From an optimization exercise on the open Yosys and OpenROAD flow, aimed at small area and few clock cycles; shortcuts taken in it are not production practice. The RTL was checked by simulation tests, not by an equivalence proof against the original design. Power is estimated from default activity; no workload was simulated.

==> flow/design.v <==
`default_nettype none
module can_enc (
    input  wire         clk,
    input  wire         rst,
    input  wire         in_valid,
    output wire         in_ready,
    input  wire         in_fd,
    input  wire [28:0]  in_id,
    input  wire         in_ext,
    input  wire         in_rtr,
    input  wire         in_fdf,
    input  wire         in_brs,
    input  wire [7:0]   in_len,
    input  wire [511:0] in_data,
    output wire         out_valid,
    input  wire         out_ready,
    output wire [63:0]  out_word,
    output wire         out_last,
    output wire         out_err
);
    reg len_ok;
    always @* begin
        if (in_fd) begin
            case (in_len)
                8'd0, 8'd1, 8'd2, 8'd3, 8'd4, 8'd5, 8'd6, 8'd7, 8'd8,
                8'd12, 8'd16, 8'd20, 8'd24, 8'd32, 8'd48, 8'd64:
                    len_ok = 1'b1;
                default:
                    len_ok = 1'b0;
            endcase
        end else begin
            len_ok = (in_len <= 8'd8);
        end
    end
    wire [6:0] l    = in_len[6:0];
    wire ge8  = l[6] | l[5] | l[4] | l[3];
    wire ge12 = l[6] | l[5] | l[4] | (l[3] & l[2]);
    wire ge16 = l[6] | l[5] | l[4];
    wire ge20 = l[6] | l[5] | (l[4] & (l[3] | l[2]));
    wire ge24 = l[6] | l[5] | (l[4] & l[3]);
    wire ge32 = l[6] | l[5];
    wire ge48 = l[6] | (l[5] & l[4]);
    wire ge64 = l[6];
    wire [3:0] dlc = ge12 ? {1'b1, ge24,
                             (ge16 & ~ge24) | ge48,
                             (ge12 & ~ge16) | (ge20 & ~ge24) | (ge32 & ~ge48) | ge64}
                          : l[3:0];
    wire [3:0] lastc = !in_fd  ? 4'd2 :
                       ge64    ? 4'd9 :
                       ge48    ? 4'd7 :
                       ge20    ? 4'd5 :
                       (l == 7'd0) ? 4'd1 : 4'd3;
    reg  [3:0] cnt;
    wire       last = ~len_ok | (cnt == lastc);
    assign out_valid = in_valid;
    assign out_last  = last;
    assign out_err   = ~len_ok;
    assign in_ready  = out_ready & last;
    always @(posedge clk) begin
        if (rst)
            cnt <= 4'd0;
        else if (in_valid && out_ready)
            cnt <= last ? 4'd0 : (cnt == 4'd0 && !in_fd) ? 4'd2 : cnt + 4'd1;
    end
    wire hsel = len_ok & (cnt == 4'd0);
    wire hx   = hsel & in_ext;
    wire hn   = hsel & ~in_ext;
    wire [63:0] valid;
    genvar gk, gb;
    generate
        for (gb = 0; gb < 8; gb = gb + 1) begin : g_v
            assign valid[gb]      = ge8 | (l[2:0] > gb);
            assign valid[8+gb]    = (gb < 4) ? ge12 : ge16;
            assign valid[16+gb]   = (gb < 4) ? ge20 : ge24;
            assign valid[24+gb]   = ge32;
            assign valid[32+gb]   = ge48;
            assign valid[40+gb]   = ge48;
            assign valid[48+gb]   = ge64;
            assign valid[56+gb]   = ge64;
        end
    endgenerate
    wire [63:0] sel;
    generate
        for (gk = 0; gk < 8; gk = gk + 1) begin : g_sel
            wire wsel = (cnt == gk + 2);
            for (gb = 0; gb < 8; gb = gb + 1) begin : g_b
                assign sel[8*gk+gb] = wsel & valid[8*gk+gb];
            end
        end
    endgenerate
    wire [63:0] hdr;
    assign hdr[63]    = hx;
    assign hdr[62]    = hsel & in_rtr;
    assign hdr[61]    = 1'b0;
    assign hdr[60:50] = ({11{hx}} & in_id[28:18]) | ({11{hn}} & in_id[10:0]);
    assign hdr[49:32] = {18{hx}} & in_id[17:0];
    assign hdr[31:28] = {4{hsel}} & dlc;
    assign hdr[27:26] = 2'b00;
    assign hdr[25]    = hsel & in_fd & in_fdf;
    assign hdr[24]    = hsel & in_fd & in_brs;
    assign hdr[23:0]  = 24'd0;
    generate
        for (gb = 0; gb < 8; gb = gb + 1) begin : g_out
            wire [7:0] t [0:7];
            for (gk = 0; gk < 8; gk = gk + 1) begin : g_t
                assign t[gk] = {8{sel[8*gk+gb]}} & in_data[511-64*gk-8*gb -: 8];
            end
            assign out_word[63-8*gb -: 8] = hdr[63-8*gb -: 8]
                | t[0] | t[1] | t[2] | t[3] | t[4] | t[5] | t[6] | t[7];
        end
    endgenerate
endmodule
module can_dec (
    input  wire         clk,
    input  wire         rst,
    input  wire         in_valid,
    output wire         in_ready,
    input  wire [63:0]  in_word,
    input  wire         in_fd,
    output wire         out_valid,
    input  wire         out_ready,
    output wire         out_err,
    output reg  [28:0]  out_id,
    output reg          out_ext,
    output reg          out_rtr,
    output reg          out_fdf,
    output reg          out_brs,
    output wire [7:0]   out_len,
    output wire [511:0] out_data,
    output reg  [2:0]   out_status,
    output wire [2:0]   out_slots
);
    wire [31:0] w0 = in_word[63:32];
    wire [31:0] w1 = in_word[31:0];
    reg       fd_r;
    reg [3:0] dlc_r;
    reg [6:0] len;
    reg [2:0] slots;
    reg [3:0] lastc;
    always @* begin
        if (fd_r) begin
            case (dlc_r)
                4'd9:    len = 7'd12;
                4'd10:   len = 7'd16;
                4'd11:   len = 7'd20;
                4'd12:   len = 7'd24;
                4'd13:   len = 7'd32;
                4'd14:   len = 7'd48;
                4'd15:   len = 7'd64;
                default: len = {3'd0, dlc_r};
            endcase
            case (dlc_r)
                4'd0:                      begin slots = 3'd1; lastc = 4'd1; end
                4'd11, 4'd12, 4'd13:       begin slots = 3'd3; lastc = 4'd5; end
                4'd14:                     begin slots = 3'd4; lastc = 4'd7; end
                4'd15:                     begin slots = 3'd5; lastc = 4'd9; end
                default:                   begin slots = 3'd2; lastc = 4'd3; end
            endcase
        end else begin
            len   = {3'd0, dlc_r};
            slots = 3'd1;
            lastc = 4'd2;
        end
    end
    assign out_len   = {1'b0, len};
    assign out_slots = slots;
    assign out_err   = ~fd_r & (dlc_r > 4'd8);
    reg  [3:0] cnt;
    reg        res_r;                        
    wire       hdr     = (cnt == 4'd0);
    wire       last    = ~hdr & (cnt == lastc);
    wire       direct  = (cnt == 4'd9);      
    wire       in_fire = in_valid && in_ready;
    assign out_valid = res_r | (in_valid & direct);
    assign in_ready  = ~(res_r | direct) | out_ready;
    always @(posedge clk) begin
        if (rst) begin
            res_r <= 1'b0;
            cnt   <= 4'd0;
        end else begin
            if (res_r && out_ready)
                res_r <= 1'b0;
            if (in_fire) begin
                if (last) begin
                    cnt   <= 4'd0;
                    res_r <= ~direct;
                end else begin
                    cnt <= (hdr && !in_fd) ? 4'd2 : cnt + 4'd1;
                end
            end
        end
    end
    always @(posedge clk) begin
        if (in_fire && hdr) begin
            fd_r       <= in_fd;
            dlc_r      <= w1[31:28];
            out_ext    <= w0[31];
            out_rtr    <= w0[30];
            out_id     <= w0[31] ? w0[28:0] : {18'd0, w0[28:18]};
            out_fdf    <= in_fd & w1[25];
            out_brs    <= in_fd & w1[24];
            out_status <= w1[2:0];
        end
    end
    wire [63:0] valid;
    genvar gk, gb;
    generate
        for (gb = 0; gb < 8; gb = gb + 1) begin : g_v
            assign valid[gb]      = (dlc_r > gb);
            assign valid[8+gb]    = (gb < 4) ? (dlc_r >= 4'd9)  : (dlc_r >= 4'd10);
            assign valid[16+gb]   = (gb < 4) ? (dlc_r >= 4'd11) : (dlc_r >= 4'd12);
            assign valid[24+gb]   = (dlc_r >= 4'd13);
            assign valid[32+gb]   = (dlc_r >= 4'd14);
            assign valid[40+gb]   = (dlc_r >= 4'd14);
            assign valid[48+gb]   = (dlc_r == 4'd15);
            assign valid[56+gb]   = (dlc_r == 4'd15);
        end
    endgenerate
    wire [7:0] at;                            
    generate
        for (gk = 0; gk < 8; gk = gk + 1) begin : g_at
            assign at[gk] = (cnt == gk + 2);
        end
    endgenerate
    reg [7:0] bmask;
    integer k;
    always @* begin
        bmask = 8'd0;
        for (k = 0; k < 8; k = k + 1)
            bmask = bmask | ({8{at[k]}} & valid[8*k +: 8]);
    end
    wire [63:0] dword;
    generate
        for (gb = 0; gb < 8; gb = gb + 1) begin : g_dw
            assign dword[63-8*gb -: 8] = in_word[63-8*gb -: 8] & {8{bmask[gb]}};
        end
    endgenerate
    reg [447:0] data_r;
    generate
        for (gk = 0; gk < 7; gk = gk + 1) begin : g_word
            always @(posedge clk) begin
                if (in_fire && (hdr || at[gk]))
                    data_r[447-64*gk -: 64] <= dword;
            end
        end
    endgenerate
    assign out_data = {data_r, in_word & {64{direct}}};
endmodule
module can_codec (
    input  wire         clk,
    input  wire         rst,
    input  wire         enc_in_valid,
    output wire         enc_in_ready,
    input  wire         enc_in_fd,
    input  wire [28:0]  enc_in_id,
    input  wire         enc_in_ext,
    input  wire         enc_in_rtr,
    input  wire         enc_in_fdf,
    input  wire         enc_in_brs,
    input  wire [7:0]   enc_in_len,
    input  wire [511:0] enc_in_data,
    output wire         enc_out_valid,
    input  wire         enc_out_ready,
    output wire [63:0]  enc_out_word,
    output wire         enc_out_last,
    output wire         enc_out_err,
    input  wire         dec_in_valid,
    output wire         dec_in_ready,
    input  wire [63:0]  dec_in_word,
    input  wire         dec_in_fd,
    output wire         dec_out_valid,
    input  wire         dec_out_ready,
    output wire         dec_out_err,
    output wire [28:0]  dec_out_id,
    output wire         dec_out_ext,
    output wire         dec_out_rtr,
    output wire         dec_out_fdf,
    output wire         dec_out_brs,
    output wire [7:0]   dec_out_len,
    output wire [511:0] dec_out_data,
    output wire [2:0]   dec_out_status,
    output wire [2:0]   dec_out_slots
);
    can_enc u_enc (
        .clk       (clk),
        .rst       (rst),
        .in_valid  (enc_in_valid),
        .in_ready  (enc_in_ready),
        .in_fd     (enc_in_fd),
        .in_id     (enc_in_id),
        .in_ext    (enc_in_ext),
        .in_rtr    (enc_in_rtr),
        .in_fdf    (enc_in_fdf),
        .in_brs    (enc_in_brs),
        .in_len    (enc_in_len),
        .in_data   (enc_in_data),
        .out_valid (enc_out_valid),
        .out_ready (enc_out_ready),
        .out_word  (enc_out_word),
        .out_last  (enc_out_last),
        .out_err   (enc_out_err)
    );
    can_dec u_dec (
        .clk        (clk),
        .rst        (rst),
        .in_valid   (dec_in_valid),
        .in_ready   (dec_in_ready),
        .in_word    (dec_in_word),
        .in_fd      (dec_in_fd),
        .out_valid  (dec_out_valid),
        .out_ready  (dec_out_ready),
        .out_err    (dec_out_err),
        .out_id     (dec_out_id),
        .out_ext    (dec_out_ext),
        .out_rtr    (dec_out_rtr),
        .out_fdf    (dec_out_fdf),
        .out_brs    (dec_out_brs),
        .out_len    (dec_out_len),
        .out_data   (dec_out_data),
        .out_status (dec_out_status),
        .out_slots  (dec_out_slots)
    );
endmodule
`default_nettype wire
export LEC_CHECK = 0
export CAP_MARGIN = 20
export CORE_AREA = 10 10 360 360
export DIE_AREA = 0 0 370 370
export SETUP_SLACK_MARGIN = 0.3
export SLEW_MARGIN = 20
create_clock -name core_clock -period 6.0 [get_ports {clk}]
standard.sh (not shown) runs the stock make flow with config.mk's settings and CLKGATE_MAP_FILE= SYNTH_SCRIPT=/design/flow/synth_recipe.tcl, a recipe that flattens the netlist after the stock synthesis.
==> flow/flow/run.sh <==
#!/bin/bash
# Standard ORFS layout (the standard.sh, unchanged synthesis), except:
# - the port buffers are the smallest buffer cell instead of the one
#   buffer_ports picks by itself (clkdlybuf4s50_1); every port still gets
#   its own buffer;
# - the clock tree uses smaller buffers, larger sink clusters and no dummy
#   loads.
set -euo pipefail
export BUFFER_PORTS_ARGS="-buffer_cell sky130_fd_sc_hd__buf_1"
export CTS_ARGS="-sink_clustering_enable -repair_clock_nets -dont_use_dummy_load -buf_list sky130_fd_sc_hd__clkbuf_8 -sink_clustering_size 16 -sink_clustering_max_diameter 60"
bash standard.sh > standard.log 2>&1
Testbench counts at the start, summed over its fixed seeds: cycles 14,450.
Change:
--- a/flow/design.v
+++ b/flow/design.v
@@ -245,5 +245,5 @@
         end
     endgenerate
-    assign out_data = {data_r, in_word & {64{direct}}};
+    assign out_data = {data_r, dword};
 endmodule
 module can_codec (
Outcome:
- The new run passed the timing, DRC and antenna checks
- worst hold slack degrades by 0.011 ns
- wire length goes down by 2.0%
- via count decreases by 2.7%
- power decreases by 0.53%
- cell count drops by 1.1%
- final area decreases by 1.2%
- critical path depth stays the same
- utilization went down by 0.27 points
- clock skew rose by 0.0096 ns
- worst setup slack improved by 0.026 ns
- synthesized area came out lower by 1.4%
Testbench counts after the change, summed over its fixed seeds: cycles 14,450.

==> static timing again, ports no longer ideal <==
No port has a modelled driver above. Below, the same layouts with a new extraction and two added sets of constraints. Step 1 (the two cells are an assumption about what drives the block):
set clk [get_ports {clk}]
set_driving_cell -lib_cell sky130_fd_sc_hd__clkbuf_16 $clk
set_driving_cell -lib_cell sky130_fd_sc_hd__buf_2 [delete_from_list [all_inputs] $clk]
Step 2 adds t to the input delays and takes it off the output delays; t is the mean of the earliest and latest rising clock arrival at the registers after step 1. Input paths then give back, and output paths get back, about the clock's delay inside the block. Three values: no drivers, after step 1, after step 2; two values: the first two.
run | shift t [ns] | setup WS [ns] | worst setup path at the end | slew at the worst register clock pin (ns)
the first run | 0.694 | 0.505 / 0.454 / 0.454 | input to output | 0.11 / 0.11
the second run | 0.713 | 0.531 / 0.473 / 0.473 | input to output | 0.11 / 0.11
After both steps setup and hold are still met in every run listed. The setup slack of the second run, which loses most, moves by -0.058 ns with the drivers and by -0.058 ns with both steps.
